Source: an optimization exercise on an open RTL-to-GDS flow (aim: small area). Production flows keep margins and buffers that such runs may drop.
The RTL was checked by simulation tests, not by an equivalence proof against the original design.
The clock input has no modelled driver; a real chip could not lean on it and would need a root buffer or a full tree.
Power is estimated from default activity; no workload was simulated.

Setup of job 797:
==> flow/design.v (excerpt) <==
module daisy_core (
    input  wire       clk,
    input  wire       rst,
    input  wire       op_valid,
    input  wire [3:0] op,
    output wire       cmd_ready,
    output wire       rx_active,
    output wire       hop_request,
    output reg        rdata_valid,
    output wire [7:0] rdata,
    output reg        radio_req,
    output wire       radio_channel,
    output reg        sink_byte_valid,
    output wire [7:0] sink_byte,
    output wire       sink_commit,
    output reg        sink_begin,
    output wire       sink_begin_chan
);
    localparam [2:0] PH_OFF      = 3'd0;
    localparam [2:0] PH_WAITPRE  = 3'd2;
    localparam [2:0] PH_WAITSTA  = 3'd3;
    localparam [2:0] PH_PREFETCH = 3'd4;
    localparam [2:0] PH_PAYLOAD  = 3'd5;
    localparam [2:0] PH_HOP      = 3'd6;
    reg [2:0]  phase;
    reg [15:8] win;        
    reg [7:0]  acc;        
    reg [9:0]  cnt;
    reg [2:0]  ones;
    reg [15:0] crc;
    reg        prev_enc;
    reg        channel;
    reg [2:0]  err;
    reg [5:0]  tag;
    reg        waiting;
    reg [1:0]  sel;        
    wire ph_wp  = ~phase[2] &  phase[1] & ~phase[0];
    wire ph_ws  =  phase[1] &  phase[0];
    wire ph_pf  =  phase[2] & ~phase[1] & ~phase[0];
    wire ph_pl  =  phase[2] &  phase[0];
    wire ph_hop =  phase[2] &  phase[1];
    wire is_bit  = op_valid & (op[3:1] == 3'b000);
    wire task_ok = op_valid & ~waiting;
    wire rdone   = op_valid & (op == 4'h5) & waiting;
    wire op_stop = task_ok & (op == 4'h3);
    wire op_read = task_ok & (op[3:2] == 2'b10);
    wire hop_go  = task_ok & (op == 4'h4) & ph_hop;
    wire req     = (task_ok & (op == 4'h2)) | hop_go;
    wire d      = ~(prev_enc ^ op[0]);
    wire b      = win[8];
    wire flag_n = ({d, win[15:9]} == 8'h7E);
    wire pre_n  = ({d, win[15:9]} == 8'h55) & ({win[8], acc[7:1]} == 8'h55);
    wire c_lo7  = (cnt[2:0] == 3'd7);
  ...
Settings: LEC_CHECK=0, CAP_MARGIN=20, CORE_MARGIN=2, CORE_UTILIZATION=40, SLEW_MARGIN=20; clock period 5.0 ns.
standard.sh (not shown) runs the stock make flow with config.mk's settings and CLKGATE_MAP_FILE= SYNTH_SCRIPT=/design/flow/synth_recipe.tcl, a recipe that flattens the netlist after the stock synthesis.
==> flow/flow/run.sh <==
#!/bin/bash
# Layout flow: the standard flow, with the standard synthesis unchanged,
# plus:
#  - an area-oriented re-mapping (ABC) of the combinational logic of the
#    standard synthesis netlist (flow/reopt.tcl); registers keep their names
#    and cell types, the standard netlist is kept as 1_2_yosys_standard.v;
#  - before clock tree synthesis, combinational cells at their smallest drive
#    strength (flow/downsize.tcl) and a clock tree of one level of clock
#    buffers driven by the clock port (flow/pre_cts.tcl);
#  - buf_1 port buffers.
# Each tool's output goes to a log of its own in this folder (synth.log,
# filter_lib.log, reopt.log, layout.log); ORFS keeps its per-step logs under
# orfs/logs.
set -euo pipefail
YOSYS=$(command -v yosys || echo "$FLOW_HOME/../tools/install/yosys/bin/yosys")
bash standard.sh synth > synth.log 2>&1
RES="$PWD/orfs/results/$FLOW_PLATFORM/daisy_core/base"
python3 flow/filter_lib.py "$FLOW_HOME/platforms/$FLOW_PLATFORM/lib/sky130_fd_sc_hd__tt_025C_1v80.lib" \
  "$PWD/reopt.lib" \
  "sky130_fd_sc_hd__probe_p_8 sky130_fd_sc_hd__probec_p_8 sky130_fd_sc_hd__lpflow_*" \
  > filter_lib.log 2>&1
cp "$RES/1_2_yosys.v" "$RES/1_2_yosys_standard.v"
FLOW_REOPT_LIB="$PWD/reopt.lib" FLOW_REOPT_IN="$RES/1_2_yosys_standard.v" \
  FLOW_REOPT_OUT="$RES/1_2_yosys.v" FLOW_TOP="$FLOW_TOP" FLOW_REOPT_DIR="$PWD/reopt" \
  "$YOSYS" -c flow/reopt.tcl > reopt.log 2>&1
rm -f "$PWD/reopt.lib"
bash standard.sh finish \
  "BUFFER_PORTS_ARGS=-buffer_cell sky130_fd_sc_hd__buf_1" \
  "PRE_CTS_TCL=$PWD/flow/pre_cts.tcl" \
  > layout.log 2>&1
==> flow/flow/reopt.tcl <==
# Area-oriented re-mapping of the combinational logic of the standard
# synthesis netlist with ABC. Registers (and tie cells) are kept as they are,
# with their names and cell types; only the logic between them is re-mapped,
# to the platform's library without its don't-use cells. Several ABC scripts
# are tried and the smallest result is kept.
# Environment: FLOW_REOPT_LIB, FLOW_REOPT_IN, FLOW_REOPT_OUT, FLOW_TOP,
# FLOW_REOPT_DIR (scratch folder).
yosys -import
set lib $::env(FLOW_REOPT_LIB)
set top $::env(FLOW_TOP)
set dir $::env(FLOW_REOPT_DIR)
file mkdir $dir

proc my_area {lib file} {
  tee -q -o $file stat -liberty $lib
  set f [open $file r]
  set txt [read $f]
  close $f
  set area 1e12
  regexp {Chip area for (?:top )?module '\\[^']+': ([0-9.]+)} $txt -> area
  return $area
}

read_liberty -overwrite -ignore_miss_func $lib
read_verilog $::env(FLOW_REOPT_IN)
hierarchy -check -top $top
setattr -mod -set keep_hierarchy 1 sky130_fd_sc_hd__*df* sky130_fd_sc_hd__*dl* sky130_fd_sc_hd__conb_*
flatten
# the nets of flattened cell pins take no public names
yosys rename -hide w:*.*
opt_clean -purge
design -save flat

set nfr "ifraig;dc2;&get,-n;&dch,-f;&nf,-R,1000,-p;&put"
set nfa "ifraig;dc2;&get,-n;&dch,-f;&nf,-R,1000,-p,-a;&put"
set amp "ifraig;dc2;dch,-f;amap"
set am8 "ifraig;dc2;dch,-f;amap,-F,4,-A,8"
set scripts [list \
  "+strash;$nfr;mfs2;strash;$nfr;topo" \
  "+strash;$amp;mfs2;strash;$amp;mfs2;strash;dch,-f;amap;topo" \
  "+strash;$am8;mfs2;strash;$am8;mfs2;strash;dch,-f;amap,-F,4,-A,8;topo" \
  "+strash;$nfr;mfs2;strash;$amp;mfs2;strash;$nfr;topo" \
  "+strash;$nfa;mfs2;strash;$nfa;topo" \
  "+strash;$nfr;mfs2;strash;$nfr;mfs2;strash;$nfr;topo" \
  "+strash;$am8;mfs2;strash;$nfr;mfs2;strash;$am8;topo" \
  "+strash;$nfr;mfs2;strash;$am8;mfs2;strash;$nfr;topo" \
  "+strash;dch,-f;amap;mfs2;strash;dch,-f;amap;topo" \
]
set best ""
set best_area 1e12
set i 0
foreach s $scripts {
  design -load flat
  if {[catch {abc -liberty $lib -script $s}]} {
    puts "reopt script $i: failed: $s"
    incr i
    continue
  }
  opt_clean -purge
  set area [my_area $lib $dir/stat_$i.txt]
  puts "reopt script $i: area $area: $s"
  if {$area < $best_area} {
    set best_area $area
    set best $i
    design -save best
  }
  incr i
}
puts "reopt: kept script $best, area $best_area"
design -load best
setundef -zero
hilomap -singleton -hicell sky130_fd_sc_hd__conb_1 HI -locell sky130_fd_sc_hd__conb_1 LO
insbuf -buf sky130_fd_sc_hd__buf_4 A X
opt_clean -purge
stat -liberty $lib
check
select $top
write_verilog -noattr -noexpr -nohex -nodec -selected $::env(FLOW_REOPT_OUT)
Other scripts of this flow, unchanged in this note and not shown: flow/flow/downsize.tcl, flow/flow/filter_lib.py, flow/flow/pre_cts.tcl
Job 797 ended with every stage complete and zero timing, DRC or antenna violations.
[inputs] job 3679 vs job 797
-- flow/flow/run.sh --
<<< job 797, line 24
  FLOW_REOPT_OUT="$RES/1_2_yosys.v" FLOW_TOP="$FLOW_TOP" FLOW_REOPT_DIR="$PWD/reopt" \
>>> job 3679, line 24
  FLOW_REOPT_OUT="$RES/1_2_yosys.v" FLOW_TOP="$FLOW_TOP" \
==> flow/flow/reopt.tcl <==
# Area-oriented re-mapping of the combinational logic of the standard
# synthesis netlist with ABC. Registers (and tie cells) are kept as they are,
# with their names and cell types; only the logic between them is re-mapped,
# to the platform's library without its don't-use cells.
# Environment: FLOW_REOPT_LIB, FLOW_REOPT_IN, FLOW_REOPT_OUT, FLOW_TOP.
yosys -import
set lib $::env(FLOW_REOPT_LIB)
set top $::env(FLOW_TOP)
read_liberty -overwrite -ignore_miss_func $lib
read_verilog $::env(FLOW_REOPT_IN)
hierarchy -check -top $top
setattr -mod -set keep_hierarchy 1 sky130_fd_sc_hd__*df* sky130_fd_sc_hd__*dl* sky130_fd_sc_hd__conb_*
flatten
# the nets of flattened cell pins take no public names
yosys rename -hide w:*.*
opt_clean -purge
stat -liberty $lib
abc -liberty $lib -script "+strash;ifraig;dc2;&get,-n;&dch,-f;&nf,-R,1000,-p;&put;mfs2;strash;ifraig;dc2;&get,-n;&dch,-f;&nf,-R,1000,-p;&put;topo"
opt_clean -purge
setundef -zero
hilomap -singleton -hicell sky130_fd_sc_hd__conb_1 HI -locell sky130_fd_sc_hd__conb_1 LO
opt_clean -purge
insbuf -buf sky130_fd_sc_hd__buf_4 A X
stat -liberty $lib
check
select $top
write_verilog -noattr -noexpr -nohex -nodec -selected $::env(FLOW_REOPT_OUT)
==> run summary <==
| synthesized area | lower: job 797 |
Combinational group power across job 797 and job 3679: no real change.
Per the comparison of job 3679 with job 797, wire length decreased 180 um, post-layout utilization of the core increased 0.43 points.
Job 3679: flow completed, timing, DRC and antenna clean
Summary of job 3679 over job 797: portion of the clock cycle consumed by the worst path in the final layout -2.4 points; setup slack grew by 0.12 ns; highest achievable clock rate moved up; met1 track demand over resource in global routing dropped 0.72 points; cell count after synthesis now larger.
Summary of job 3679 over job 797: detailed-route via count went up 49, amount of wire on met3 after detailed routing increased 10%.
Job 797 vs job 3679, slowest library cell on the worst path: nand4_1 vs nor4bb_1
In every run of this note, the design's own scripts or RTL, not TritonCTS, make the clock network.

==> what the ideal ports hide <==
In the flow no input, the clock included, has a driving cell. The finished layouts below were timed again as built, in two steps.
Step 1 sets driving cells, clkbuf_16 on the clock port and buf_2 on the other inputs (assumed; they add their load-dependent delay and slew).
Step 2 also shifts input and output timing later by t, the mid clock arrival at the registers, as if the neighbouring blocks saw the same clock.
Three values: no drivers, after step 1, after step 2; two values: the first two.
run	shift t [ns]	slack for setup (ns)	hold WS [ns]
job 797	0.215	1.203 / 1.240 / 1.025	0.462 / 0.462 / 0.462
job 3679	0.214	1.323 / 1.358 / 1.144	0.450 / 0.450 / 0.450
After both steps setup and hold are still met in every run listed. The setup slack of job 3679, which loses most, moves by +0.035 ns with the drivers and by -0.179 ns with both steps.
